Background: an optimization exercise with open tools, aiming at small area, a short achievable clock period and few clock cycles. Do not read the settings as production practice. Function was not checked in any run shown here: the RTL went through the layout flow alone. Power is estimated from default activity; no workload was simulated.

File: design/flow/config.mk
export PLATFORM = sky130hd
export DESIGN_NAME = updi_host
export DESIGN_NICKNAME = updi_host
export VERILOG_FILES = /design/flow/design.v
export SDC_FILE = /design/flow/constraint.sdc
export NUM_CORES = 4
export LEC_CHECK = 0
export ABC_CLOCK_PERIOD_IN_PS = 4000
export CAP_MARGIN = 20
export CORE_MARGIN = 2
export CORE_UTILIZATION = 40
export SETUP_SLACK_MARGIN = 3.5
export SLEW_MARGIN = 20
File: design/flow/run.sh
#!/bin/bash
# synth_recipe.tcl (not shown) runs the flow's synth.tcl, then flattens the netlist and writes it again
# the make line also repeats each setting of config.mk as NAME=value (left out here)
make -C /OpenROAD-flow-scripts/flow DESIGN_CONFIG=/design/flow/config.mk WORK_HOME=/design/flow/orfs CLKGATE_MAP_FILE= SYNTH_SCRIPT=/design/flow/synth_recipe.tcl finish
File: design/flow/design.v
module updi_host (
    input  wire        clk,
    input  wire        rst,
    input  wire        cfg_a24,
    input  wire        req_valid,
    output wire        req_ready,
    input  wire [4:0]  req_op,
    input  wire        req_wide,
    input  wire [23:0] req_addr,
    input  wire [15:0] req_data,
    input  wire [16:0] req_len,
    output wire        rsp_valid,
    output wire [2:0]  rsp_kind,
    output wire [2:0]  rsp_stage,
    output wire [2:0]  rsp_cause,
    output wire [15:0] rsp_data,
    output wire [1:0]  life,
    output wire [1:0]  session,
    output wire        desync,
    input  wire        wd_valid,
    output wire        wd_ready,
    input  wire [7:0]  wd_data,
    output wire        rd_valid,
    output wire [7:0]  rd_data,
    output wire        ctl_valid,
    output wire [2:0]  ctl_cmd,
    input  wire        ctl_ready,
    input  wire        ctl_fail,
    output wire        tx_valid,
    output wire [7:0]  tx_data,
    input  wire        tx_ready,
    input  wire        rx_valid,
    input  wire        rx_err,
    input  wire [7:0]  rx_data,
    output wire        rx_ready
);
    localparam [4:0] OP_OPEN   = 5'd0,  OP_CLOSE  = 5'd1,  OP_DBRK   = 5'd2,
                     OP_ISP    = 5'd3,  OP_CDL    = 5'd4,  OP_INIT   = 5'd5,
                     OP_LDCS   = 5'd6,  OP_STCS   = 5'd7,  OP_LOAD   = 5'd8,
                     OP_STORE  = 5'd9,  OP_SETPTR = 5'd10, OP_LDINC  = 5'd11,
                     OP_STINC  = 5'd12, OP_REPEAT = 5'd13, OP_BULK   = 5'd14,
                     OP_KEY    = 5'd15, OP_SIB    = 5'd16;
    localparam [1:0] L_CLOSED = 2'd0, L_OPENED = 2'd1, L_SYNC = 2'd2;
    localparam [1:0] S_UNSYNC = 2'd0, S_SPS = 2'd1, S_VERIFIED = 2'd2;
    localparam [2:0] K_OK = 3'd0, K_TRANSPORT = 3'd1, K_NORESP = 3'd2,
                     K_PROTOCOL = 3'd3, K_INVARG = 3'd4, K_LINKINIT = 3'd5;
    localparam [2:0] G_NONE = 3'd0, G_ARG = 3'd1, G_CONFIGURE = 3'd2,
                     G_SEND = 3'd3, G_RECEIVE = 3'd4, G_ACK = 3'd5,
                     G_CHECK = 3'd6;
    localparam [2:0] C_CLOSE = 3'd0, C_DRAIN = 3'd1, C_CFG_BREAK = 3'd2,
                     C_CFG_OP = 3'd3, C_DELAY = 3'd4;
    localparam [3:0] F_SIB  = 4'd0,  F_ISP1 = 4'd1,  F_ISP2 = 4'd2,
                     F_CDL  = 4'd3,  F_BRK  = 4'd4,
                     F_LDCS = 4'd6,  F_STCS = 4'd7,  F_LOAD = 4'd8,
                     F_STORE = 4'd9, F_PTR  = 4'd10, F_LDI  = 4'd11,
                     F_STI  = 4'd12, F_REP  = 4'd13, F_KEYH = 4'd15;
    localparam [2:0] ST_IDLE = 3'd0, ST_TX = 3'd1, ST_RX = 3'd2,
                     ST_BULK = 3'd3, ST_KEY = 3'd4, ST_KLD = 3'd5,
                     ST_SEQ = 3'd6, ST_CTL = 3'd7;
    localparam [3:0] P_O1 = 4'd0, P_O2 = 4'd1, P_O3 = 4'd2,
                     P_C1 = 4'd3, P_C2 = 4'd4,
                     P_D0 = 4'd5, P_D1 = 4'd6, P_D2 = 4'd7, P_D3 = 4'd8,
                     P_D4 = 4'd9, P_D5 = 4'd10, P_D6 = 4'd11, P_D7 = 4'd12,
                     P_D8 = 4'd13, P_D9 = 4'd14;
    reg [2:0]  st;
    reg [3:0]  pc;
    reg [3:0]  fr;
    reg [2:0]  hidx;
    reg [16:0] cnt;
    reg [1:0]  bph;             
    reg [9:0]  bcc;             
    reg        pend;            
    reg        abort;           
    reg        sent_any;
    reg        retry;
    reg        ctl_fail_r;
    reg [2:0]  ctl_cmd_r;
    reg [4:0]  op;
    reg        wide;
    reg        a24;
    reg [23:0] addr;            
    reg [15:0] dat;
    reg [7:0]  ring [0:31];
    reg [4:0]  rp;
    reg [1:0]  life_r, session_r;
    reg        desync_r;
    reg        rsp_r;
    reg [2:0]  ecode;           
    localparam [2:0] E_OK = 3'd0, E_TSEND = 3'd1, E_TCFG = 3'd2, E_NORESP = 3'd3,
                     E_PROTO = 3'd4, E_INVARG = 3'd5, E_LICFG = 3'd6,
                     E_LICHK = 3'd7;
    reg [2:0]  n_st;
    reg [3:0]  n_pc, n_fr;
    reg [2:0]  n_hidx;
    reg [16:0] n_cnt;
    reg [1:0]  n_bph;
    reg [9:0]  n_bcc;
    reg        n_pend, n_abort, n_sent_any, n_retry, n_ctl_fail_r;
    reg [2:0]  n_ctl_cmd_r;
    reg [4:0]  n_op;
    reg        n_wide, n_a24;
    reg [23:0] n_addr;
    reg [15:0] n_dat;
    reg [1:0]  n_life_r, n_session_r;
    reg        n_desync_r, n_rsp_r;
    reg [2:0]  n_ecode;
    reg        f_txc, f_txw, f_srcwd, f_kld, f_rxa, f_rxc, f_rxw;
    reg        f_xtxv, f_xpend, f_xabort, f_yany, f_yack, f_ycdl;
    reg        f_idle, f_dsel, f_hsel, f_cdl1, f_sessv, f_rds, f_ctl;
    reg [7:0]  txb;             
    wire [7:0] asz   = a24 ? 8'h08 : 8'h04;
    wire [7:0] psz   = a24 ? 8'h02 : 8'h01;
    wire [7:0] dsz   = wide ? 8'h01 : 8'h00;
    reg [7:0] opc, b2;
    always @(*) begin
        case (fr)
            F_ISP1:  opc = 8'hC3;
            F_ISP2:  opc = 8'hC2;
            F_CDL:   opc = 8'h80;
            F_LDCS:  opc = {4'h8, addr[3:0]};
            F_STCS:  opc = {4'hC, addr[3:0]};
            F_LOAD:  opc = 8'h00 | asz | dsz;
            F_STORE: opc = 8'h40 | asz | dsz;
            F_PTR:   opc = 8'h68 | psz;
            F_LDI:   opc = 8'h24 | dsz;
            F_STI:   opc = 8'h64 | dsz;
            F_REP:   opc = 8'hA0;
            F_KEYH:  opc = {6'b111000, addr[1:0]};
            default: opc = 8'hE6;                        
        endcase
        case (fr)
            F_ISP1:  b2 = 8'h08;
            F_ISP2:  b2 = 8'h80;
            F_STCS:  b2 = dat[7:0];
            default: b2 = addr[7:0];                     
        endcase
    end
    function [7:0] bulk_byte(input [1:0] ph, input [2:0] ix, input [7:0] lm1);
        begin
            if (ph == 2'd0) begin
                case (ix)
                    3'd1: bulk_byte = 8'hC2;
                    3'd2: bulk_byte = 8'h0E;
                    3'd4: bulk_byte = 8'hA0;
                    3'd5: bulk_byte = lm1;
                    3'd7: bulk_byte = 8'h65;
                    default: bulk_byte = 8'h55;
                endcase
            end else begin
                case (ix[1:0])
                    2'd0: bulk_byte = 8'h55;
                    2'd1: bulk_byte = 8'hC2;
                    default: bulk_byte = 8'h06;
                endcase
            end
        end
    endfunction
    function f_last_of(input [3:0] f, input [2:0] ix, input a, input w);
        begin
            case (f)
                F_BRK:   f_last_of = (ix == 3'd0);
                F_STCS, F_REP, F_ISP1, F_ISP2:
                         f_last_of = (ix == 3'd2);
                F_LOAD, F_PTR:
                         f_last_of = (ix == (a ? 3'd4 : 3'd3));
                F_STORE: f_last_of = (ix == (a ? 3'd4 : 3'd3)) || (ix == (w ? 3'd6 : 3'd5));
                F_STI:   f_last_of = (ix == {2'b01, w});
                default: f_last_of = (ix == 3'd1);
            endcase
        end
    endfunction
    wire st_tx   = (st == ST_TX);
    wire st_bulk = (st == ST_BULK);
    wire st_key  = (st == ST_KEY);
    wire st_rx   = (st == ST_RX);
    wire tx_on   = st_tx | st_bulk | st_key;
    wire f_last    = f_last_of(fr, hidx, a24, wide);
    wire b_reqlast = (bph == 2'd2) & (hidx[1:0] == 2'd2);
    wire b_unb     = (dat[15:10] != 6'd0) | (dat == 16'd0);
    wire b_last    = b_reqlast | (!b_unb & (bcc == 10'd1));
    wire k_last    = (cnt[4:0] == 5'd0);
    wire snd_last  = (st_tx & f_last) | (st_bulk & b_last) | (st_key & k_last);
    assign tx_valid = f_txc | (f_txw & wd_valid);
    assign tx_data  = f_srcwd ? wd_data : txb;
    wire   tx_fire  = tx_valid & tx_ready;
    wire   bc       = (tx_on & pend & rx_valid) | (tx_fire & (abort | rx_valid));
    assign rx_ready = f_rxa | (tx_ready & (f_rxc | (f_rxw & wd_valid)));
    wire   rx_fire  = rx_ready & rx_valid;
    wire k_ld_last  = (cnt[2:0] == 3'd7) & (addr[1:0] == 2'd0 | cnt[3]) &
                      (addr[1:0] != 2'd2 | cnt[4]);
    assign wd_ready = f_kld | (f_txw & tx_ready);
    wire   wd_fire  = wd_ready & wd_valid;
    assign ctl_valid = f_ctl;
    assign ctl_cmd   = ctl_cmd_r;
    wire rx_dat = (fr == F_LDCS) | (fr == F_LOAD) | (fr == F_CDL);
    wire rx_ack = (fr == F_STORE) | (fr == F_PTR) | (fr == F_STI);
    wire rx_str = (fr == F_LDI) | (fr == F_SIB);
    wire cnt1   = (cnt == 17'd1);
    wire ack_fin = (fr == F_PTR) | ((fr == F_STORE) & hidx[2] & (hidx[1] | hidx[0])) |
                   ((fr == F_STI) & cnt1);
    wire is_ack  = (rx_data == 8'h40);
    wire nz      = (rx_data != 8'h00);
    wire rx_fin  = rx_valid & !rx_err & (f_yany | (f_yack & is_ack) | (f_ycdl & nz));
    wire tx_fin  = (f_xpend & rx_valid) | (f_xabort & tx_ready) |
                   (f_xtxv & tx_ready & rx_valid);
    wire fast    = rx_fin | tx_fin;
    assign rsp_valid = rsp_r | fast;
    assign req_ready = f_idle | fast;
    wire   accept    = req_valid & req_ready;
    reg [2:0] ek, eg;
    always @(*) begin
        case (ecode)
            E_TSEND:  begin ek = K_TRANSPORT; eg = G_SEND;      end
            E_TCFG:   begin ek = K_TRANSPORT; eg = G_CONFIGURE; end
            E_NORESP: begin ek = K_NORESP;    eg = G_RECEIVE;   end
            E_PROTO:  begin ek = K_PROTOCOL;  eg = G_ACK;       end
            E_INVARG: begin ek = K_INVARG;    eg = G_ARG;       end
            E_LICFG:  begin ek = K_LINKINIT;  eg = G_CONFIGURE; end
            E_LICHK:  begin ek = K_LINKINIT;  eg = G_CHECK;     end
            default:  begin ek = K_OK;        eg = G_NONE;      end
        endcase
    end
    assign rsp_kind  = ek;
    assign rsp_stage = eg;
    assign rsp_cause = (ecode == E_LICFG) ? K_TRANSPORT : K_OK;
    assign rsp_data  = {dat[15:8] & {8{f_hsel}}, rx_data[7:1] & {7{f_dsel}},
                        (rx_data[0] & f_dsel) | f_cdl1};
    assign rd_valid = f_rds & rx_valid & !rx_err;
    assign rd_data  = rx_data;
    assign life    = life_r;
    assign session = f_sessv ? S_VERIFIED : session_r;
    assign desync  = desync_r;
    wire rq_ldi  = (req_op == OP_LDINC) | (req_op == OP_STINC);
    wire rq_rep  = (req_op == OP_REPEAT) | (req_op == OP_BULK);
    wire arg_bad = (req_op > OP_SIB) ||
                   (rq_ldi && (req_len[15:0] == 16'd0 || req_len[16])) ||
                   (rq_rep && (req_len == 17'd0 || req_len > 17'd256)) ||
                   ((req_op == OP_KEY) && (req_len > 17'd2));
    wire closed  = (life_r == L_CLOSED);
    wire       k_load = (st == ST_KLD) & wd_fire;
    wire [4:0] n_rp   = k_load ? 5'd0 : rp + 5'd1 + {4'd0, st_key & bc};
    integer i;
    always @(posedge clk) begin
        ring[0] <= k_load ? wd_data : ring[31];
        for (i = 1; i < 32; i = i + 1)
            ring[i] <= ring[i-1];
        rp <= n_rp;
    end
    wire n_tx_on  = (n_st == ST_TX) | (n_st == ST_BULK) | (n_st == ST_KEY);
    wire n_srcwd  = ((n_st == ST_TX) & (n_fr == F_STI) & n_hidx[1]) |
                    ((n_st == ST_BULK) & (n_bph == 2'd1));
    wire n_kblk   = (n_st == ST_KEY) & n_rp[0];
    wire n_txc    = n_tx_on & !n_pend & !n_srcwd & !n_kblk;
    wire n_txw    = n_tx_on & !n_pend & n_srcwd;
    wire n_reqlast = ((n_st == ST_TX) & f_last_of(n_fr, n_hidx, n_a24, n_wide) &
                      ((n_fr == F_STCS) | (n_fr == F_REP) |
                       ((n_fr == F_ISP2) & (n_op == OP_ISP)))) |
                     ((n_st == ST_BULK) & (n_bph == 2'd2) & (n_hidx[1:0] == 2'd2)) |
                     ((n_st == ST_KEY) & (n_cnt[4:0] == 5'd0));
    wire n_strx   = (n_st == ST_RX);
    wire n_cnt1   = (n_cnt == 17'd1);
    wire n_rxdat  = (n_fr == F_LDCS) | (n_fr == F_LOAD);
    wire n_rxstr  = (n_fr == F_LDI) | (n_fr == F_SIB);
    wire n_ackfin = (n_fr == F_PTR) |
                    ((n_fr == F_STORE) & n_hidx[2] & (n_hidx[1] | n_hidx[0])) |
                    ((n_fr == F_STI) & n_cnt1);
    wire [7:0] n_kbyte = ring[{n_rp[4:1] - 4'd1, 1'b1}];
    reg  [7:0] n_byte;
    always @(*) begin
        case (n_st)
            ST_KEY:  n_byte = n_kbyte;
            ST_BULK: n_byte = bulk_byte(n_bph, n_hidx, addr[7:0]);
            default: case (n_hidx)
                         3'd0: n_byte = (n_fr == F_BRK) ? 8'h00 : 8'h55;
                         3'd1: n_byte = opc;
                         3'd2: n_byte = b2;
                         3'd3: n_byte = addr[15:8];
                         3'd4: n_byte = addr[23:16];
                         3'd5: n_byte = dat[7:0];
                         default: n_byte = dat[15:8];
                     endcase
        endcase
    end
    always @(posedge clk) begin
        txb      <= n_byte;
        f_txc    <= n_txc;
        f_txw    <= n_txw;
        f_srcwd  <= n_srcwd;
        f_kld    <= (n_st == ST_KLD) & ((n_rp == 5'd0) | (n_cnt[4:0] == 5'd0));
        f_rxa    <= n_strx | (n_tx_on & !n_abort & n_pend);
        f_rxc    <= n_txc & !n_abort;
        f_rxw    <= n_txw & !n_abort;
        f_xtxv   <= n_reqlast & !n_pend & !n_kblk;
        f_xpend  <= n_reqlast & n_pend;
        f_xabort <= n_reqlast & !n_pend & !n_kblk & n_abort;
        f_yany   <= n_strx & n_cnt1 & (n_rxdat | n_rxstr);
        f_yack   <= n_strx & n_ackfin &
                    ((n_fr == F_STORE) | (n_fr == F_PTR) | (n_fr == F_STI));
        f_ycdl   <= n_strx & n_cnt1 & (n_fr == F_CDL);
        f_idle   <= (n_st == ST_IDLE);
        f_dsel   <= n_strx & n_rxdat;
        f_hsel   <= n_strx & (n_fr == F_LOAD) & n_wide;
        f_cdl1   <= n_strx & (n_fr == F_CDL) & (n_op == OP_CDL);
        f_sessv  <= n_strx & (n_fr == F_CDL);
        f_rds    <= n_strx & n_rxstr;
        f_ctl    <= (n_st == ST_CTL);
    end
    always @(posedge clk) begin
        st <= n_st; pc <= n_pc; fr <= n_fr; hidx <= n_hidx; cnt <= n_cnt;
        bph <= n_bph; bcc <= n_bcc; pend <= n_pend; abort <= n_abort;
        sent_any <= n_sent_any; retry <= n_retry; ctl_fail_r <= n_ctl_fail_r;
        ctl_cmd_r <= n_ctl_cmd_r; op <= n_op; wide <= n_wide; a24 <= n_a24;
        addr <= n_addr; dat <= n_dat; life_r <= n_life_r; session_r <= n_session_r;
        desync_r <= n_desync_r; rsp_r <= n_rsp_r; ecode <= n_ecode;
    end
    task automatic fail(input [2:0] e);
        begin
            n_rsp_r = 1'b1;
            n_ecode = e;
            if (sent_any && op != OP_OPEN && op != OP_DBRK)
                n_desync_r = 1'b1;
            n_st = ST_IDLE;
        end
    endtask
    task automatic done_ok;
        begin
            n_rsp_r = 1'b1;
            n_st    = ST_IDLE;
        end
    endtask
    task automatic ctl(input [2:0] c, input [3:0] next);
        begin
            n_ctl_cmd_r = c; n_st = ST_CTL; n_pc = next;
        end
    endtask
    task automatic send(input [3:0] f);
        begin
            n_fr = f; n_hidx = 3'd0; n_st = ST_TX;
        end
    endtask
    task automatic cdl_miss;
        begin
            if (op == OP_CDL)
                done_ok;
            else if (!retry) begin
                n_retry = 1'b1; n_st = ST_SEQ; n_pc = P_D0;
            end else
                fail(E_LICHK);
        end
    endtask
    always @(*) begin
        n_st = st;
        n_pc = pc;
        n_fr = fr;
        n_hidx = hidx;
        n_cnt = cnt;
        n_bph = bph;
        n_bcc = bcc;
        n_pend = pend;
        n_abort = abort;
        n_sent_any = sent_any;
        n_retry = retry;
        n_ctl_fail_r = ctl_fail_r;
        n_ctl_cmd_r = ctl_cmd_r;
        n_op = op;
        n_wide = wide;
        n_a24 = a24;
        n_addr = addr;
        n_dat = dat;
        n_life_r = life_r;
        n_session_r = session_r;
        n_desync_r = desync_r;
        n_rsp_r = rsp_r;
        n_ecode = ecode;
        if (rst) begin
            n_st        = ST_IDLE;
            n_life_r    = L_CLOSED;
            n_session_r = S_UNSYNC;
            n_desync_r  = 1'b0;
            n_rsp_r     = 1'b0;
            n_ecode     = E_OK;
            n_pend      = 1'b0;
            n_abort     = 1'b0;
        end else begin
            n_rsp_r = 1'b0;
            if (bc) n_pend = 1'b0;
            else if (tx_fire) n_pend = 1'b1;
            if (bc & snd_last) n_abort = 1'b0;
            else if (tx_on & rx_fire & rx_err) n_abort = 1'b1;
            if (tx_fire) n_sent_any = 1'b1;
            case (st)
            ST_TX: if (bc) begin
                if (!f_last) n_hidx = hidx + 3'd1;
                else begin
                    case (fr)
                        F_STCS, F_REP: n_st = ST_IDLE;
                        F_ISP1: begin
                            n_session_r = S_SPS;
                            send(F_ISP2);
                        end
                        F_ISP2: if (op == OP_ISP) n_st = ST_IDLE;
                                else send(F_CDL);
                        F_BRK:  n_st = ST_SEQ;
                        F_KEYH: n_st = ST_KEY;
                        F_LDI:  n_st = ST_RX;
                        F_SIB:  begin n_cnt = 17'd32; n_st = ST_RX; end
                        F_LOAD: begin n_cnt = wide ? 17'd2 : 17'd1; n_st = ST_RX; end
                        F_LDCS, F_CDL: begin n_cnt = 17'd1; n_st = ST_RX; end
                        default: n_st = ST_RX;                
                    endcase
                end
            end
            ST_BULK: if (bc) begin
                n_bcc  = b_last ? dat[9:0] : bcc - 10'd1;
                n_hidx = hidx + 3'd1;
                case (bph)
                    2'd0: if (hidx == 3'd7) n_bph = 2'd1;
                    2'd1: begin
                        n_cnt = cnt - 17'd1;
                        if (cnt1) begin n_bph = 2'd2; n_hidx = 3'd0; end
                    end
                    default: if (b_reqlast) n_st = ST_IDLE;
                endcase
            end
            ST_KEY: if (bc) begin
                n_cnt = cnt - 17'd1;
                if (k_last) n_st = ST_IDLE;
            end
            ST_KLD: if (wd_fire) begin
                if (k_ld_last) send(F_KEYH);
                else n_cnt = cnt + 17'd1;
            end
            ST_RX: if (rx_valid) begin
                if (rx_err) begin
                    if (fr == F_CDL) begin
                        n_desync_r = 1'b1;
                        cdl_miss;
                    end else
                        fail(E_NORESP);
                end else if (rx_ack) begin
                    if (!is_ack)
                        fail(E_PROTO);
                    else if (ack_fin)
                        n_st = ST_IDLE;
                    else if (fr == F_STORE) begin
                        n_hidx = 3'd5; n_st = ST_TX;
                    end else begin
                        n_cnt = cnt - 17'd1; n_hidx = 3'd2; n_st = ST_TX;
                    end
                end else begin
                    n_dat[15:8] = rx_data;
                    n_cnt  = cnt - 17'd1;
                    if (cnt1) begin
                        if (fr != F_CDL)
                            n_st = ST_IDLE;
                        else if (nz) begin
                            n_session_r = S_VERIFIED;
                            n_st = ST_IDLE;
                        end else
                            cdl_miss;
                    end
                end
            end
            ST_CTL: if (ctl_ready) begin
                n_ctl_fail_r = ctl_fail;
                n_st = ST_SEQ;
            end
            ST_SEQ: begin
                case (pc)
                    P_O1: begin
                        if (!closed) ctl(C_CLOSE, P_O2); else n_pc = P_O2;
                        n_life_r = L_CLOSED;
                    end
                    P_O2: ctl(C_CFG_OP, P_O3);
                    P_O3: if (ctl_fail_r) fail((op == OP_INIT && retry) ? E_LICFG : E_TCFG);
                          else begin
                              ctl(C_DRAIN, P_D0);
                              n_life_r = L_OPENED; n_session_r = S_UNSYNC;
                          end
                    P_C1: if (!closed) ctl(C_CLOSE, P_C2); else n_pc = P_C2;
                    P_C2: begin
                        n_life_r = L_CLOSED; n_session_r = S_UNSYNC; n_desync_r = 1'b0;
                        done_ok;
                    end
                    P_D0: begin
                        if (!closed) ctl(C_CLOSE, P_D1); else n_pc = P_D1;
                        n_life_r = L_CLOSED;
                    end
                    P_D1: ctl(C_CFG_BREAK, P_D2);
                    P_D2: if (ctl_fail_r) fail((op == OP_INIT && retry) ? E_LICFG : E_TCFG);
                          else begin
                              ctl(C_DRAIN, P_D3);
                              n_life_r = L_OPENED; n_session_r = S_UNSYNC;
                          end
                    P_D3: begin send(F_BRK); n_pc = P_D4; end
                    P_D4: ctl(C_DELAY, P_D5);
                    P_D5: begin send(F_BRK); n_pc = P_D6; end
                    P_D6: begin ctl(C_CLOSE, P_D7); n_life_r = L_CLOSED; end
                    P_D7: ctl(C_CFG_OP, P_D8);
                    P_D8: if (ctl_fail_r) fail((op == OP_INIT && retry) ? E_LICFG : E_TCFG);
                          else begin
                              n_life_r = L_SYNC; n_session_r = S_UNSYNC; n_desync_r = 1'b0;
                              ctl(C_DRAIN, P_D9);
                          end
                    P_D9: if (op == OP_INIT) send(F_ISP1); else done_ok;
                    default: done_ok;
                endcase
            end
            default: ;
            endcase
            if (accept) begin
                n_op       = req_op;
                n_wide     = req_wide;
                n_a24      = cfg_a24;
                n_addr     = req_addr;
                if (req_op == OP_REPEAT || req_op == OP_BULK)
                    n_addr[7:0] = req_len[7:0] - 8'd1;
                if (req_op == OP_KEY)
                    n_addr[7:0] = req_len[7:0];
                n_dat      = req_data;
                n_sent_any = 1'b0;
                n_retry    = 1'b0;
                n_pend     = 1'b0;
                n_abort    = 1'b0;
                n_ecode    = E_OK;
                n_hidx     = 3'd0;
                n_fr       = req_op[3:0];
                case (req_op)
                    OP_LDINC: n_cnt = req_wide ? {req_len[15:0], 1'b0} : {1'b0, req_len[15:0]};
                    OP_STINC: n_cnt = {1'b0, req_len[15:0]};
                    OP_BULK:  n_cnt = {7'd0, req_len[8:0], 1'b0};
                    default:  n_cnt = 17'd0;
                endcase
                n_bph = 2'd0;
                n_bcc = (req_data != 16'd0 && req_data < 16'd10) ? 10'd6 : req_data[9:0];
                case (req_op)
                    OP_OPEN:  begin n_st = ST_SEQ; n_pc = P_O1; end
                    OP_CLOSE: begin n_st = ST_SEQ; n_pc = P_C1; end
                    OP_DBRK:  begin n_st = ST_SEQ; n_pc = P_D0; end
                    OP_ISP, OP_INIT: begin
                        if (closed) begin
                            n_rsp_r = 1'b1; n_ecode = E_TSEND;
                            n_st = ST_IDLE;
                        end else begin
                            n_fr = F_ISP1; n_st = ST_TX;
                        end
                    end
                    OP_CDL: begin
                        if (closed) begin
                            n_rsp_r = 1'b1; n_st = ST_IDLE;
                        end else begin
                            n_fr = F_CDL; n_st = ST_TX;
                        end
                    end
                    default: begin
                        if (arg_bad) begin
                            n_rsp_r = 1'b1; n_ecode = E_INVARG;
                            n_st = ST_IDLE;
                        end else if (closed) begin
                            n_rsp_r = 1'b1; n_ecode = E_TSEND;
                            n_st = ST_IDLE;
                        end else if (req_op == OP_KEY)
                            n_st = ST_KLD;
                        else if (req_op == OP_BULK)
                            n_st = ST_BULK;
                        else
                            n_st = ST_TX;
                    end
                endcase
            end
        end
    end
endmodule
File: design/flow/constraint.sdc
create_clock -name core_clock -period 8.0 [get_ports {clk}]
set_input_delay 1.6000 -clock core_clock [delete_from_list [all_inputs] [get_ports {clk}]]
set_output_delay 1.6000 -clock core_clock [all_outputs]
set_load 0.01 [all_outputs]
==> results of run 1 <==
-- cells by family after synthesis --
family                     after synthesis  synth area share (%)
and+or+nand+nor                        753                  21.6
AOI/OAI and AO/OA                      579                  22.0
DFF                                    396                  48.4
buffers and inverters                  181                  4.29
muxes                                   25                  1.50
xor gates and xnor gates                23                  1.14
adders and majority gates               14                 0.995
other                                    1                0.0213
-- how the worst max path moves through the flow --
stage	end	slack, ns	cells after the start
3_3_place_gp	txb[0]	1.29	19
6_report	txb[6]	3.46	19
3_5_place_dp	txb[0]	1.21	19
4_1_cts	f_rxc	3.50	12
5_1_grt	txb[3]	3.46	20
2_1_floorplan	txb[6]	3.50	14
-- critical path: cells and delay by family --
family,cells,cell delay (ns)
compound gates,6,1.21
simple gates,7,1.08
buf+inv,3,0.47
fa+ha+maj,2,0.47
xor+xnor,1,0.15
-- final cells by class --
| class | count | area (sq um) | share of cell area, % |
|---|---|---|---|
| sequential | 396 | 8530 | 39.1 |
| tap | 585 | 732 | 3.35 |
| clock inverter | 19 | 260 | 1.19 |
| inverter | 51 | 238 | 1.09 |
| timing repair inverter | 2 | 13.8 | 0.0630 |
| multi-input combinational | 1397 | 8770 | 40.2 |
| antenna | 2 | 5.00 | 0.0229 |
| timing repair buffer | 220 | 2020 | 9.27 |
| clock buffer | 58 | 1270 | 5.80 |
-- what timing repair did --
| item | 4_1_cts | 5_1_grt |
|---|---|---|
| cloned | 1 | 3 |
| setup endpoints to repair | 71 | 28 |
| resized for setup | 171 | 72 |
| pin swaps | 20 | 25 |
| setup buffers | 27 | 25 |
-- layout by cell type (no fill, tap or decap), types with 14 or more instances in the layout --
master           synthesis  layout
o22ai_1                 17      17
nor4_1                  23      20
a21oi_1                123     116
nor2b_1                 21      18
nand2b_1                25      23
nand4_1                 21      21
nand3_1                 63      61
inv_1                   40      37
and2_1                  22      20
nand2_1                238     235
o211ai_1                27      27
o31ai_1                 16      14
clkdlybuf4s50_1          0     106
buf_4                   11      67
clkbuf_16                0      47
edfxtp_1                60      60
dfxtp_1                336     335
and3_1                  32      28
o21ai_0                138     129
mux2i_1                 14      14
a32oi_1                 15      15
nor2_2                   5      14
o21ai_1                  7      14
nor3_1                  57      53
a221oi_1                19      19
a31oi_1                 23      21
a211oi_1                23      19
nor2_1                 156     142
a22oi_1                 34      34
-- flip-flops by register name (all words and copies together) (netlist names), 3 cells and up --
signal,flops
bcc,10
ctl_cmd_r,3
op,5
fr,4
pc,4
ecode,3
st,3
rp,5
addr,24
hidx,3
ring,256
cnt,17
dat,16
txb,8
-- metal layers --
metal / GRT usage [%] / wire length (microns) / vias to the layer above
met3: 5.24 / 5090 / 205
met2: 47.0 / 31100 / 853
li1: - / - / 7555
met1: 37.2 / 27500 / 7921
met5: 0 / 0 / -
met4: 13.3 / 3320 / 0
-- metrics by stage --
| step | util [%] | total power, mW | hold WS (ns) |
|---|---|---|---|
| finish | 50.5 | 7.25 | 0.317 |
| global route | 50.5 | 7.53 | 0.329 |
| CTS | 49.5 | 7.09 | 0.322 |
| detailed placement | 44.9 | 4.85 | 0.312 |
| global placement | 44.9 | 4.85 | 0.310 |
| floorplan | - | 3.98 | 0.310 |
-- power groups by stage --
stage | logic, mW | registers [mW] | clock network [mW]
global route | 2.90 | 2.42 | 2.21
floorplan | 1.68 | 2.30 | 0
CTS | 2.55 | 2.40 | 2.14
global placement | 2.41 | 2.44 | 0
detailed placement | 2.41 | 2.44 | 0
finish | 2.73 | 2.41 | 2.11
==> impl_metrics.xml, run 1 <==
<?xml version="1.0" encoding="UTF-8"?>
<metrics>
  <group name="run_status">
    <metric name="result_of_the_run" unit="">finished clean</metric>
  </group>
  <group name="place">
    <metric name="post-place-ws" unit="ns">1.21</metric>
    <metric name="globalplace.congestion" unit="">1.01</metric>
    <metric name="detailed_place.area" unit="sq um">19400</metric>
    <metric name="hpwl" unit="microns">48500</metric>
    <metric name="place.detailed.instances" unit="">2595</metric>
    <metric name="portBuffers" unit="">142</metric>
  </group>
  <group name="global_route">
    <metric name="track_usage" unit="%">28.8</metric>
    <metric name="largest_net_degree_at_the_start_of_global_routing" unit="">50</metric>
    <metric name="global_route_wire_length_before_repair" unit="microns">98800</metric>
    <metric name="first_global_vias" unit="">15800</metric>
    <metric name="overflow" unit="">0</metric>
    <metric name="grt_antenna_before_repair" unit="">1</metric>
  </group>
  <group name="synth">
    <metric name="dominantRegCellSynth" unit="">dfxtp_1</metric>
    <metric name="synth_cells" unit="">1972</metric>
    <metric name="synth.ff_latch_count" unit="">396</metric>
    <metric name="library_cell_with_the_largest_summed_area_after_synthesis" unit="">dfxtp_1</metric>
    <metric name="yosysSeqAreaShare" unit="%">48.4</metric>
    <metric name="netlist_top_cells_area" unit="">dfxtp_1 (38%), edfxtp_1 (10%), nand2_1 (5.1%), o21ai_0 (3.9%), a21oi_1 (3.5%)</metric>
    <metric name="synth-warning-count" unit="">2</metric>
    <metric name="synth_top_cell_area_share" unit="%">38.2</metric>
    <metric name="synth_edf_count" unit="">60</metric>
    <metric name="syn_avg_cell_area" unit="sq um">8.93</metric>
    <metric name="synth.cell_area" unit="sq um">17600</metric>
    <metric name="synth.cells.most_frequent" unit="">dfxtp_1 (336), nand2_1 (238), nor2_1 (156)</metric>
    <metric name="synth-async-reset-ratio" unit="%">0</metric>
    <metric name="synthMostInstantiatedCell" unit="">dfxtp_1</metric>
    <metric name="post_synth_num_cell_types" unit="">103</metric>
  </group>
  <group name="layout">
    <metric name="final-instance-count-excl-fill" unit="">2730</metric>
    <metric name="area_growth_syn_to_layout" unit="%">24.0</metric>
    <metric name="nets" unit="">2213</metric>
    <metric name="drive_above_1_share" unit="%">14.7</metric>
    <metric name="final_design_area_no_fill" unit="sq um">21800</metric>
    <metric name="final.fill_count" unit="">4125</metric>
  </group>
  <group name="critical_path">
    <metric name="worstRegToRegCells" unit="">19</metric>
    <metric name="crit_arrival" unit="ns">5.02</metric>
    <metric name="timing.critical_path.fanout_max" unit="">16</metric>
    <metric name="endpoint_kind" unit="">register</metric>
    <metric name="regToRegEndpoint" unit="">txb[6]</metric>
    <metric name="cp_cell_sequence" unit="">buf_4 &gt; nand2_1 &gt; a21oi_2 &gt; or2_4 &gt; nand2_1 &gt; ha_1 &gt; inv_1 &gt; ha_2 &gt; nand3_1 &gt; xor2_1 &gt; or2_4 &gt; buf_4 &gt; nand2_1 &gt; a21oi_1 &gt; a21oi_1 &gt; o22ai_1 &gt; a221oi_1 &gt; nand3_1 &gt; a221o_1</metric>
    <metric name="cp_slowest_stage_delay" unit="ns">0.37</metric>
    <metric name="critical_path_required" unit="ns">8.48</metric>
    <metric name="worst-r2r-setup-slack" unit="ns">3.66</metric>
    <metric name="worstSetupStartpointType" unit="">primary input</metric>
    <metric name="critical_path.reg2reg.startpoint" unit="">st[2]</metric>
    <metric name="slowest_stage" unit="">a221o_1</metric>
    <metric name="timing.critical_path.from" unit="">rx_valid</metric>
    <metric name="path_common_cell" unit="">nand2_1</metric>
    <metric name="timing_worst_setup_path_type" unit="">primary input to register</metric>
  </group>
  <group name="clock_network">
    <metric name="cts.htree.levels" unit="">2</metric>
    <metric name="clk_transition_reported_paths" unit="ns">0.06</metric>
    <metric name="cts_root_buf" unit="">clkbuf_16</metric>
    <metric name="cts_tree" unit="">yes</metric>
    <metric name="postCtsHoldBufs" unit="">0</metric>
    <metric name="cts-buffers-inserted" unit="">42</metric>
    <metric name="cts.path.max_buffers" unit="">3</metric>
    <metric name="clock_sink_count" unit="">396</metric>
    <metric name="clock_insertion_delay_worst_skew" unit="ns">0.60</metric>
  </group>
  <group name="timing">
    <metric name="setup_viol" unit="">0</metric>
    <metric name="slew_violations" unit="">0</metric>
    <metric name="timing.clock.skew" unit="ns">0.0283</metric>
    <metric name="finalWorstSetupSlack" unit="ns">3.46</metric>
    <metric name="hold_viol_final" unit="">0</metric>
    <metric name="layout_worst_path_cycle_share" unit="%">56.7</metric>
    <metric name="setup_repair_after_global_routing_missed_its_margin" unit="">true</metric>
    <metric name="slew_headroom" unit="%">32.8</metric>
    <metric name="setup-tns-final" unit="ns">0</metric>
    <metric name="max_slew.worst_pin.slew" unit="ns">1.00</metric>
    <metric name="max_freq" unit="MHz">220</metric>
    <metric name="final_period_demand_of_the_worst_path" unit="ns">4.54</metric>
  </group>
  <group name="detailed_routing">
    <metric name="drt-pass1-iter-count" unit="">8</metric>
    <metric name="routed_via_density" unit="">6.06</metric>
    <metric name="ant_nets" unit="">0</metric>
    <metric name="detail_route.drc_violations" unit="">0</metric>
    <metric name="drt_first_iter_violations" unit="">1897</metric>
    <metric name="route.vias.total" unit="">16500</metric>
    <metric name="wl" unit="microns">67100</metric>
    <metric name="wl_per_cell" unit="microns">24.6</metric>
  </group>
  <group name="min_path">
    <metric name="hold_path_startpoint" unit="">ring[6][3]</metric>
    <metric name="worst_hold_path.endpoint" unit="">ring[7][3]</metric>
    <metric name="hold_class" unit="">register to register</metric>
    <metric name="hold_depth" unit="">0</metric>
  </group>
  <group name="pwr">
    <metric name="p_sw" unit="mW">2.90</metric>
    <metric name="power-per-cell-area" unit="nW/um^2">332</metric>
    <metric name="leakage" unit="nW">8.08</metric>
    <metric name="max-vdd-ir-drop" unit="mV">0.187</metric>
    <metric name="seq_power_share" unit="%">33.2</metric>
    <metric name="p_sw_share" unit="%">40.1</metric>
    <metric name="share_comb_of_total_power" unit="%">37.7</metric>
    <metric name="clock_power_share" unit="%">29.1</metric>
    <metric name="internal-power" unit="mW">4.34</metric>
  </group>
  <group name="floorplanning">
    <metric name="start_util" unit="%">40.7</metric>
    <metric name="io-pin-count" unit="">145</metric>
    <metric name="floorplan.die.width" unit="microns">214</metric>
    <metric name="placeableCoreArea" unit="sq um">43300</metric>
    <metric name="die-height" unit="microns">214</metric>
    <metric name="rows" unit="">76</metric>
    <metric name="die_outline_area" unit="sq um">45700</metric>
  </group>
  <group name="run">
    <metric name="drv_cap" unit="">0</metric>
  </group>
</metrics>
==> run 2, diff against run 1 <==
--- a/design/flow/design.v
+++ b/design/flow/design.v
@@ -106,6 +106,6 @@
     reg [2:0]  n_ecode;
     reg        f_txc, f_txw, f_srcwd, f_kld, f_rxa, f_rxc, f_rxw;
-    reg        f_xtxv, f_xpend, f_xabort, f_yany, f_yack, f_ycdl;
-    reg        f_idle, f_dsel, f_hsel, f_cdl1, f_sessv, f_rds, f_ctl;
+    reg        f_xtxv, f_xpend, f_xabort, f_yfin, f_yack;
+    reg        f_idle, f_dsel, f_hsel, f_cdl1, f_rds, f_ctl;
     reg [7:0]  txb;             
     wire [7:0] asz   = a24 ? 8'h08 : 8'h04;
@@ -201,5 +201,7 @@
     wire is_ack  = (rx_data == 8'h40);
     wire nz      = (rx_data != 8'h00);
-    wire rx_fin  = rx_valid & !rx_err & (f_yany | (f_yack & is_ack) | (f_ycdl & nz));
+    wire rx_fin  = rx_valid & f_yfin;
+    wire y_bad   = f_yack & !is_ack;
+    wire y_ok    = !rx_err & nz;
     wire tx_fin  = (f_xpend & rx_valid) | (f_xabort & tx_ready) |
                    (f_xtxv & tx_ready & rx_valid);
@@ -221,14 +223,14 @@
         endcase
     end
-    assign rsp_kind  = ek;
-    assign rsp_stage = eg;
-    assign rsp_cause = (ecode == E_LICFG) ? K_TRANSPORT : K_OK;
+    assign rsp_kind  = !f_yfin ? ek : rx_err ? K_NORESP : y_bad ? K_PROTOCOL : K_OK;
+    assign rsp_stage = !f_yfin ? eg : rx_err ? G_RECEIVE : y_bad ? G_ACK : G_NONE;
+    assign rsp_cause = (ecode == E_LICFG) & !f_yfin ? K_TRANSPORT : K_OK;
     assign rsp_data  = {dat[15:8] & {8{f_hsel}}, rx_data[7:1] & {7{f_dsel}},
-                        (rx_data[0] & f_dsel) | f_cdl1};
+                        (rx_data[0] & f_dsel) | (f_cdl1 & y_ok)};
     assign rd_valid = f_rds & rx_valid & !rx_err;
     assign rd_data  = rx_data;
     assign life    = life_r;
-    assign session = f_sessv ? S_VERIFIED : session_r;
-    assign desync  = desync_r;
+    assign session = (f_cdl1 & y_ok) ? S_VERIFIED : session_r;
+    assign desync  = desync_r | (f_yfin & (rx_err | y_bad));
     wire rq_ldi  = (req_op == OP_LDINC) | (req_op == OP_STINC);
     wire rq_rep  = (req_op == OP_REPEAT) | (req_op == OP_BULK);
@@ -265,4 +267,6 @@
                     ((n_fr == F_STORE) & n_hidx[2] & (n_hidx[1] | n_hidx[0])) |
                     ((n_fr == F_STI) & n_cnt1);
+    wire n_yack   = n_strx & n_ackfin &
+                    ((n_fr == F_STORE) | (n_fr == F_PTR) | (n_fr == F_STI));
     wire [7:0] n_kbyte = ring[{n_rp[4:1] - 4'd1, 1'b1}];
     reg  [7:0] n_byte;
@@ -294,13 +298,11 @@
         f_xpend  <= n_reqlast & n_pend;
         f_xabort <= n_reqlast & !n_pend & !n_kblk & n_abort;
-        f_yany   <= n_strx & n_cnt1 & (n_rxdat | n_rxstr);
-        f_yack   <= n_strx & n_ackfin &
-                    ((n_fr == F_STORE) | (n_fr == F_PTR) | (n_fr == F_STI));
-        f_ycdl   <= n_strx & n_cnt1 & (n_fr == F_CDL);
+        f_yack   <= n_yack;
+        f_yfin   <= n_yack | (n_strx & n_cnt1 & (n_rxdat | n_rxstr |
+                                                 ((n_fr == F_CDL) & (n_op == OP_CDL))));
         f_idle   <= (n_st == ST_IDLE);
         f_dsel   <= n_strx & n_rxdat;
         f_hsel   <= n_strx & (n_fr == F_LOAD) & n_wide;
         f_cdl1   <= n_strx & (n_fr == F_CDL) & (n_op == OP_CDL);
-        f_sessv  <= n_strx & (n_fr == F_CDL);
         f_rds    <= n_strx & n_rxstr;
         f_ctl    <= (n_st == ST_CTL);
@@ -432,5 +434,11 @@
             end
             ST_RX: if (rx_valid) begin
-                if (rx_err) begin
+                if (f_yfin) begin
+                    n_st = ST_IDLE;
+                    if (rx_err | (rx_ack & !is_ack))
+                        n_desync_r = 1'b1;
+                    if ((fr == F_CDL) & !rx_err & nz)
+                        n_session_r = S_VERIFIED;
+                end else if (rx_err) begin
                     if (fr == F_CDL) begin
                         n_desync_r = 1'b1;
@@ -456,5 +464,5 @@
                         else if (nz) begin
                             n_session_r = S_VERIFIED;
-                            n_st = ST_IDLE;
+                            done_ok;
                         end else
                             cdl_miss;
==> impl_metrics.xml, run 2 <==
<?xml version="1.0" encoding="UTF-8"?>
<metrics>
  <group name="timing">
    <metric name="max_slew.worst_pin.slew" unit="ns">0.934</metric>
    <metric name="final_period_demand_of_the_worst_path" unit="ns">4.52</metric>
    <metric name="layout_worst_path_cycle_share" unit="%">56.5</metric>
    <metric name="slew_headroom" unit="%">37.5</metric>
    <metric name="setup-tns-final" unit="ns">0</metric>
    <metric name="hold_viol_final" unit="">0</metric>
    <metric name="setup_viol" unit="">0</metric>
    <metric name="timing.clock.skew" unit="ns">0.0191</metric>
    <metric name="setup_repair_after_global_routing_missed_its_margin" unit="">true</metric>
    <metric name="slew_violations" unit="">0</metric>
    <metric name="finalWorstSetupSlack" unit="ns">3.48</metric>
    <metric name="max_freq" unit="MHz">221</metric>
  </group>
  <group name="synth">
    <metric name="synthMostInstantiatedCell" unit="">dfxtp_1</metric>
    <metric name="post_synth_num_cell_types" unit="">99</metric>
    <metric name="main_combinational_cell_family_by_area_after_synthesis" unit="">compound AO/OA/AOI/OAI gates</metric>
    <metric name="library_cell_with_the_largest_summed_area_after_synthesis" unit="">dfxtp_1</metric>
    <metric name="dominantRegCellSynth" unit="">dfxtp_1</metric>
    <metric name="yosys-mux-area-fraction" unit="%">1.45</metric>
    <metric name="synth.ff_latch_count" unit="">394</metric>
    <metric name="synth-async-reset-ratio" unit="%">0</metric>
    <metric name="netlist_top_cells_area" unit="">dfxtp_1 (38%), edfxtp_1 (10%), nand2_1 (5.6%), a21oi_1 (3.9%), o21ai_0 (3.6%)</metric>
    <metric name="synth.cells.most_frequent" unit="">dfxtp_1 (334), nand2_1 (262), nor2_1 (151)</metric>
    <metric name="synth_cells" unit="">1994</metric>
    <metric name="syn_avg_cell_area" unit="sq um">8.85</metric>
    <metric name="yosysSeqAreaShare" unit="%">48.1</metric>
    <metric name="synth_top_cell_area_share" unit="%">37.9</metric>
    <metric name="synth.cell_area" unit="sq um">17600</metric>
    <metric name="synth-warning-count" unit="">2</metric>
    <metric name="synth_edf_count" unit="">60</metric>
    <metric name="synth-adder-area-share" unit="%">1.11</metric>
    <metric name="xor_xnor_cell_area_share_of_the_yosys_netlist" unit="%">1.19</metric>
    <metric name="compound_cell_area_share_of_the_yosys_netlist" unit="%">23.0</metric>
    <metric name="synth_simple_gate_area_share" unit="%">20.8</metric>
  </group>
  <group name="layout">
    <metric name="register_bank_with_the_most_flops" unit="">ring</metric>
    <metric name="layout.cells.most_common_list" unit="">dfxtp_1 (333), nand2_1 (255), nor2_1 (143)</metric>
    <metric name="seq_cell_area" unit="sq um">8490</metric>
    <metric name="final.fill_count" unit="">4018</metric>
    <metric name="layout_top_registers" unit="">ring: 256 flops, addr: 24 flops, cnt: 17 flops</metric>
    <metric name="nets" unit="">2271</metric>
    <metric name="area_growth_syn_to_layout" unit="%">26.1</metric>
    <metric name="drive_above_1_share" unit="%">16.1</metric>
    <metric name="multi_input_comb_area" unit="sq um">9030</metric>
    <metric name="max_reg_flops" unit="">256</metric>
    <metric name="layout.cells.most_common" unit="">dfxtp_1</metric>
  </group>
  <group name="clock_network">
    <metric name="clock_insertion_delay_worst_skew" unit="ns">0.58</metric>
    <metric name="cts-buffers-inserted" unit="">41</metric>
    <metric name="clk_transition_reported_paths" unit="ns">0.06</metric>
    <metric name="cts_tree" unit="">yes</metric>
    <metric name="clock_sink_count" unit="">394</metric>
    <metric name="cts.path.max_buffers" unit="">3</metric>
    <metric name="cts_root_buf" unit="">clkbuf_16</metric>
    <metric name="postCtsHoldBufs" unit="">0</metric>
    <metric name="cts.htree.levels" unit="">2</metric>
  </group>
  <group name="global_route">
    <metric name="grt_util_met1" unit="%">37.5</metric>
    <metric name="track_usage" unit="%">28.7</metric>
    <metric name="largest_net_degree_at_the_start_of_global_routing" unit="">40</metric>
    <metric name="use_met3" unit="%">4.23</metric>
    <metric name="first_global_vias" unit="">16200</metric>
    <metric name="global_route_wire_length_before_repair" unit="microns">101000</metric>
    <metric name="grt_antenna_before_repair" unit="">0</metric>
    <metric name="grt_met2_use" unit="%">46.0</metric>
    <metric name="overflow" unit="">0</metric>
    <metric name="grt_most_used_layer" unit="">met2</metric>
  </group>
  <group name="detailed_routing">
    <metric name="detail_route.drc_violations" unit="">0</metric>
    <metric name="wl_per_cell" unit="microns">24.6</metric>
    <metric name="wl" unit="microns">68600</metric>
    <metric name="route.vias.total" unit="">16900</metric>
    <metric name="routed_via_density" unit="">6.08</metric>
    <metric name="ant_nets" unit="">0</metric>
    <metric name="drt-pass1-iter-count" unit="">6</metric>
    <metric name="drt_first_iter_violations" unit="">2102</metric>
  </group>
  <group name="pwr">
    <metric name="leakage" unit="nW">8.33</metric>
    <metric name="power-per-cell-area" unit="nW/um^2">251</metric>
    <metric name="max-vdd-ir-drop" unit="mV">0.187</metric>
  </group>
  <group name="floorplanning">
    <metric name="start_util" unit="%">40.8</metric>
    <metric name="die-height" unit="microns">214</metric>
    <metric name="placeableCoreArea" unit="sq um">43300</metric>
    <metric name="floorplan.die.width" unit="microns">214</metric>
    <metric name="rows" unit="">76</metric>
    <metric name="die_outline_area" unit="sq um">45800</metric>
    <metric name="io-pin-count" unit="">145</metric>
  </group>
  <group name="critical_path">
    <metric name="regToRegEndpoint" unit="">f_yack</metric>
    <metric name="endpoint_kind" unit="">output pin</metric>
    <metric name="worst-r2r-setup-slack" unit="ns">3.66</metric>
    <metric name="worst_setup_path_endpoint" unit="">rsp_stage[2]</metric>
    <metric name="worstSetupStartpointType" unit="">primary input</metric>
    <metric name="critical_path_required" unit="ns">6.40</metric>
    <metric name="critical_path.reg2reg.startpoint" unit="">cnt[12]</metric>
    <metric name="timing_worst_setup_path_type" unit="">primary input to output pin</metric>
    <metric name="worstRegToRegCells" unit="">12</metric>
    <metric name="timing.critical_path.from" unit="">rx_data[4]</metric>
    <metric name="crit_arrival" unit="ns">2.92</metric>
    <metric name="timing.critical_path.fanout_max" unit="">3</metric>
  </group>
  <group name="run_status">
    <metric name="result_of_the_run" unit="">finished clean</metric>
  </group>
  <group name="place">
    <metric name="hpwl" unit="microns">49800</metric>
    <metric name="portBuffers" unit="">142</metric>
    <metric name="globalplace.congestion" unit="">1.01</metric>
    <metric name="post-place-ws" unit="ns">1.53</metric>
  </group>
  <group name="min_path">
    <metric name="hold_class" unit="">register to register</metric>
  </group>
  <group name="run">
    <metric name="drv_cap" unit="">0</metric>
  </group>
</metrics>
## run 2: kinds of logic after synthesis
logic type / after synthesis
AO/OA/AOI/OAI: 600
XOR/XNOR: 24
adder cells (fa/ha/maj): 16
buffers and inverters: 183
flip-flops: 394
multiplexers: 24
other: 1
AND/OR/NAND/NOR: 752
## run 2: worst min-delay path by stage
stage                start          end  depth (start not counted)
5_1_grt        ring[14][7]  ring[15][7]                          0
2_1_floorplan  ring[10][0]  ring[11][0]                          0
3_3_place_gp    ring[8][6]   ring[9][6]                          0
4_1_cts        ring[20][6]  ring[21][6]                          0
6_report        ring[2][3]   ring[3][3]                          0
3_5_place_dp   ring[20][7]  ring[21][7]                          0
## run 2: power breakdown
part | internal, mW | total, mW | switching [mW] | leakage, nW
sequential | 2.08 | 2.17 | 0.0871 | 3.26
combinational | 0.535 | 1.47 | 0.933 | 4.39
clock | 1.15 | 1.95 | 0.806 | 0.683
## run 2: metrics by stage
stage                     cells  power, mW  area (sq um)  hold WS, ns  utilization, %
after floorplan            1995       2.94         17700        0.310               -
after global placement     2630       3.40         19600        0.310            45.2
after detailed placement   2630       3.40         19600        0.312            45.2
after CTS                  2743       5.42         21600        0.323            50.0
after global routing       2783       5.76         22200        0.326            51.4
final                      2784       5.59         22200        0.315            51.4
## run 2: area by class of cell
type | instances | share of cell area [%]
timing repair buffer | 260 | 10.7
clock buffer | 55 | 5.18
sequential | 394 | 38.2
tap | 585 | 3.29
clock inverter | 18 | 1.00
antenna | 1 | 0.0113
inverter | 52 | 1.00
multi-input combinational | 1419 | 40.6
## run 2: critical path, stage by stage
cell and delay [ns]:
buf_8 0.10, nor4_4 0.37, nand3_2 0.20, and2_4 0.23
o21ai_2 0.15, o21ai_1 0.09, buf_2 0.17
## run 2: what timing repair did
| action | CTS | global route |
|---|---|---|
| setup endpoints to repair | 46 | 25 |
| buffers inserted | 39 | 38 |
| gates cloned | 1 | 2 |
| resized for setup | 182 | 94 |
| pin swaps | 31 | 40 |
| hold endpoints to repair | 0 | 0 |
## run 2: metal layers
metal | wire (microns) | part of all wire [%]
met5 | 0 | 0
met4 | 3820 | 5.6
met3 | 5670 | 8.3
met2 | 31100 | 45
met1 | 27900 | 41
==> run 3, diff against run 2 <==
--- a/design/flow/config.mk
+++ b/design/flow/config.mk
@@ -6,5 +6,5 @@
 export NUM_CORES = 4
 export LEC_CHECK = 0
-export ABC_CLOCK_PERIOD_IN_PS = 4000
+export ABC_AREA = 1
 export CAP_MARGIN = 20
 export CORE_MARGIN = 2
==> impl_metrics.xml, run 3 <==
<?xml version="1.0" encoding="UTF-8"?>
<metrics>
  <group name="synth">
    <metric name="synth.cell_area" unit="sq um">17400</metric>
    <metric name="dominantRegCellSynth" unit="">dfxtp_1</metric>
    <metric name="synth_top_cell_area_share" unit="%">38.5</metric>
    <metric name="yosysSeqAreaShare" unit="%">48.9</metric>
    <metric name="synth-async-reset-ratio" unit="%">0</metric>
    <metric name="compound_cell_area_share_of_the_yosys_netlist" unit="%">15.4</metric>
    <metric name="synthMostInstantiatedCell" unit="">nand2_1</metric>
    <metric name="yosys-mux-area-fraction" unit="%">0.519</metric>
    <metric name="synth_edf_count" unit="">60</metric>
    <metric name="synth.ff_latch_count" unit="">394</metric>
    <metric name="xor_xnor_cell_area_share_of_the_yosys_netlist" unit="%">0.706</metric>
    <metric name="post_synth_num_cell_types" unit="">69</metric>
    <metric name="netlist_top_cells_area" unit="">dfxtp_1 (39%), edfxtp_1 (10%), nand2_1 (9.4%), inv_1 (5.8%), o21ai_0 (4.4%)</metric>
    <metric name="synth-adder-area-share" unit="%">1.01</metric>
    <metric name="synth_cells" unit="">2190</metric>
    <metric name="synth.cells.most_frequent" unit="">nand2_1 (436), dfxtp_1 (334), inv_1 (269)</metric>
    <metric name="synth_simple_gate_area_share" unit="%">25.0</metric>
    <metric name="library_cell_with_the_largest_summed_area_after_synthesis" unit="">dfxtp_1</metric>
    <metric name="syn_avg_cell_area" unit="sq um">7.93</metric>
    <metric name="synth-warning-count" unit="">2</metric>
    <metric name="main_combinational_cell_family_by_area_after_synthesis" unit="">simple AND/OR/NAND/NOR gates</metric>
  </group>
  <group name="detailed_routing">
    <metric name="drt_first_iter_violations" unit="">1365</metric>
    <metric name="wl_met3" unit="microns">4240</metric>
    <metric name="route.vias.total" unit="">16100</metric>
    <metric name="wl" unit="microns">62400</metric>
    <metric name="detail_route.drc_violations" unit="">0</metric>
    <metric name="routedLengthMet1" unit="microns">26700</metric>
    <metric name="highest-signal-layer" unit="">met4</metric>
    <metric name="routed_via_density" unit="">5.42</metric>
    <metric name="drt-pass1-iter-count" unit="">5</metric>
    <metric name="wl_met2" unit="microns">28600</metric>
    <metric name="wl_per_cell" unit="microns">20.9</metric>
    <metric name="ant_nets" unit="">0</metric>
  </group>
  <group name="layout">
    <metric name="layout.cells.most_common" unit="">nand2_1</metric>
    <metric name="drive_above_1_share" unit="%">15.0</metric>
    <metric name="max_reg_flops" unit="">256</metric>
    <metric name="nets" unit="">2465</metric>
    <metric name="area_growth_syn_to_layout" unit="%">23.2</metric>
    <metric name="layout_top_registers" unit="">ring: 256 flops, addr: 24 flops, cnt: 17 flops</metric>
    <metric name="layout.cells.most_common_list" unit="">nand2_1 (421), dfxtp_1 (331), inv_1 (252)</metric>
    <metric name="register_bank_with_the_most_flops" unit="">ring</metric>
  </group>
  <group name="critical_path">
    <metric name="worst-r2r-setup-slack" unit="ns">3.78</metric>
    <metric name="timing_worst_setup_path_type" unit="">primary input to output pin</metric>
    <metric name="crit_arrival" unit="ns">2.88</metric>
    <metric name="critical_path.reg2reg.startpoint" unit="">st[0]</metric>
    <metric name="critical_path_required" unit="ns">6.40</metric>
    <metric name="endpoint_kind" unit="">output pin</metric>
    <metric name="worstSetupStartpointType" unit="">primary input</metric>
    <metric name="timing.critical_path.from" unit="">wd_data[6]</metric>
    <metric name="worstRegToRegCells" unit="">30</metric>
    <metric name="worst_setup_path_endpoint" unit="">tx_data[6]</metric>
    <metric name="regToRegEndpoint" unit="">txb[3]</metric>
    <metric name="timing.critical_path.fanout_max" unit="">2</metric>
  </group>
  <group name="global_route">
    <metric name="largest_net_degree_at_the_start_of_global_routing" unit="">42</metric>
    <metric name="global_route_wire_length_before_repair" unit="microns">94200</metric>
    <metric name="track_usage" unit="%">27.6</metric>
    <metric name="overflow" unit="">0</metric>
    <metric name="grt_antenna_before_repair" unit="">2</metric>
    <metric name="first_global_vias" unit="">16100</metric>
  </group>
  <group name="timing">
    <metric name="layout_worst_path_cycle_share" unit="%">56.0</metric>
    <metric name="slew_violations" unit="">0</metric>
    <metric name="hold_viol_final" unit="">0</metric>
    <metric name="setup_viol" unit="">0</metric>
    <metric name="slew_headroom" unit="%">29.9</metric>
    <metric name="final_period_demand_of_the_worst_path" unit="ns">4.48</metric>
    <metric name="setup-tns-final" unit="ns">0</metric>
    <metric name="timing.clock.skew" unit="ns">0.0348</metric>
    <metric name="max_freq" unit="MHz">223</metric>
    <metric name="max_slew.worst_pin.slew" unit="ns">1.05</metric>
    <metric name="finalWorstSetupSlack" unit="ns">3.52</metric>
    <metric name="setup_repair_after_global_routing_missed_its_margin" unit="">false</metric>
  </group>
  <group name="clock_network">
    <metric name="cts-buffers-inserted" unit="">41</metric>
    <metric name="cts.path.max_buffers" unit="">3</metric>
    <metric name="clk_transition_reported_paths" unit="ns">0.06</metric>
    <metric name="cts_root_buf" unit="">clkbuf_16</metric>
    <metric name="postCtsHoldBufs" unit="">0</metric>
    <metric name="cts_tree" unit="">yes</metric>
    <metric name="clock_insertion_delay_worst_skew" unit="ns">0.59</metric>
    <metric name="clock_sink_count" unit="">394</metric>
    <metric name="cts.htree.levels" unit="">2</metric>
  </group>
  <group name="pwr">
    <metric name="power-per-cell-area" unit="nW/um^2">341</metric>
    <metric name="seq_power_share" unit="%">32.4</metric>
    <metric name="internal-power" unit="mW">4.27</metric>
    <metric name="share_comb_of_total_power" unit="%">41.0</metric>
    <metric name="max-vdd-ir-drop" unit="mV">0.186</metric>
    <metric name="p_sw" unit="mW">3.03</metric>
    <metric name="clock_power_share" unit="%">26.6</metric>
    <metric name="p_sw_share" unit="%">41.5</metric>
    <metric name="leakage" unit="nW">9.22</metric>
  </group>
  <group name="floorplanning">
    <metric name="rows" unit="">76</metric>
    <metric name="start_util" unit="%">40.4</metric>
    <metric name="placeableCoreArea" unit="sq um">43000</metric>
    <metric name="io-pin-count" unit="">145</metric>
    <metric name="floorplan.die.width" unit="microns">212</metric>
    <metric name="die_outline_area" unit="sq um">45100</metric>
    <metric name="die-height" unit="microns">212</metric>
  </group>
  <group name="place">
    <metric name="post-place-ws" unit="ns">1.70</metric>
    <metric name="hpwl" unit="microns">47900</metric>
    <metric name="globalplace.congestion" unit="">1.02</metric>
    <metric name="portBuffers" unit="">142</metric>
  </group>
  <group name="run_status">
    <metric name="result_of_the_run" unit="">finished clean</metric>
  </group>
  <group name="min_path">
    <metric name="hold_class" unit="">register to register</metric>
  </group>
  <group name="run">
    <metric name="drv_cap" unit="">0</metric>
  </group>
</metrics>
## run 3: cell count changes in the layout (fill, tap and decap cells not counted), sizes merged, moves of 36 or more
cell	before	now
nand3	51	121
buf	132	52
nand2	263	475
nor2	151	223
a21oi	138	102
inv	49	314
o21ai	137	174
## run 3: timing repair
item	in CTS	in global routing
setup endpoints to repair	43	30
resized for setup	131	79
buffers inserted	13	21
pin swaps	20	31
## run 3: layout make-up
cell class,count,area [sq um]
clock inverters,25,248
multi-input cells,1426,7870
clock buffers,50,1130
fillers,4312,21600
inverters,317,1220
flip-flops and latches,394,8490
repair buffers,182,1700
well taps,585,732
diodes,1,2.50
## run 3: worst min-delay path by stage
stage,from,endpoint,slack [ns],cells past startpoint
floorplan,ring[10][0],ring[11][0],0.31,0
global placement,ring[2][7],ring[3][7],0.31,0
detailed placement,ring[10][7],ring[11][7],0.31,0
CTS,ring[28][1],ring[29][1],0.32,0
global route,ring[28][1],ring[29][1],0.32,0
finish,ring[28][1],ring[29][1],0.32,0
## run 3: cells by family (layout without fill, tap and decap cells)
family / Yosys count / count (layout)
AOI/OAI and AO/OA: 436 / 436
xor gates and xnor gates: 14 / 14
adders and majority gates: 14 / 14
buffers and inverters: 371 / 574
DFF: 394 / 394
muxes: 8 / 8
other: 1 / 3
and+or+nand+nor: 952 / 952
## run 3: power groups by stage
stage	logic [mW]	registers, mW	clock network (mW)
after floorplan	1.71	2.31	0
after global placement	2.57	2.41	0
after detailed placement	2.55	2.40	0
after CTS	2.75	2.36	1.97
after global routing	3.24	2.38	2.05
final	2.99	2.37	1.94
## run 3: per-layer routing
metal | track usage, % | vias up
li1 | - | 7684
met1 | 35.3 | 7665
met2 | 45.2 | 642
met3 | 4.79 | 152
met4 | 13.1 | 0
met5 | 0 | -
## run 3: per-stage QoR
step                instances  power [mW]  area [sq um]  hold slack [ns]  util [%]
floorplan                2191        4.02         17400            0.310         -
global placement         2870        4.98         19300            0.310      44.9
detailed placement       2870        4.95         19300            0.312      44.9
CTS                      2958        7.07         21000            0.321      48.9
global route             2979        7.67         21400            0.318      49.8
finish                   2980        7.29         21400            0.317      49.8
## run 3: worst max-delay path: stages
cell and delay (ns):
clkdlybuf4s50_1 0.47, mux2_2 0.32, clkdlybuf4s50_1 0.49

## static timing again, ports no longer ideal
The results above use ideal ports. As a check the final layouts listed here were re-extracted and re-timed, cells and wires unchanged. Step 1 assumes that a clkbuf_16 drives the clock port and a buf_2 every other input. Step 2 moves the port delays by t, midway between the first and last clock arrival at a register: inputs arrive t later, outputs are due t later. That takes back most of the time a late clock gives input paths. Three values: no drivers, after step 1, after step 2; two values: the first two.
run | shift t [ns] | setup slack, ns | hold slack, ns | worst setup path after step 2
run 1 | 0.646 | 3.461 / 3.484 / 2.838 | 0.317 / 0.317 / 0.317 | input to register
run 2 | 0.629 | 3.481 / 3.442 / 2.915 | 0.315 / 0.315 / 0.315 | input to register
run 3 | 0.635 | 3.516 / 3.491 / 3.056 | 0.317 / 0.317 / 0.317 | input to register
After both steps every run listed still meets setup and hold. The setup slack of run 1, which loses most, moves by +0.023 ns with the drivers and by -0.623 ns with both steps.
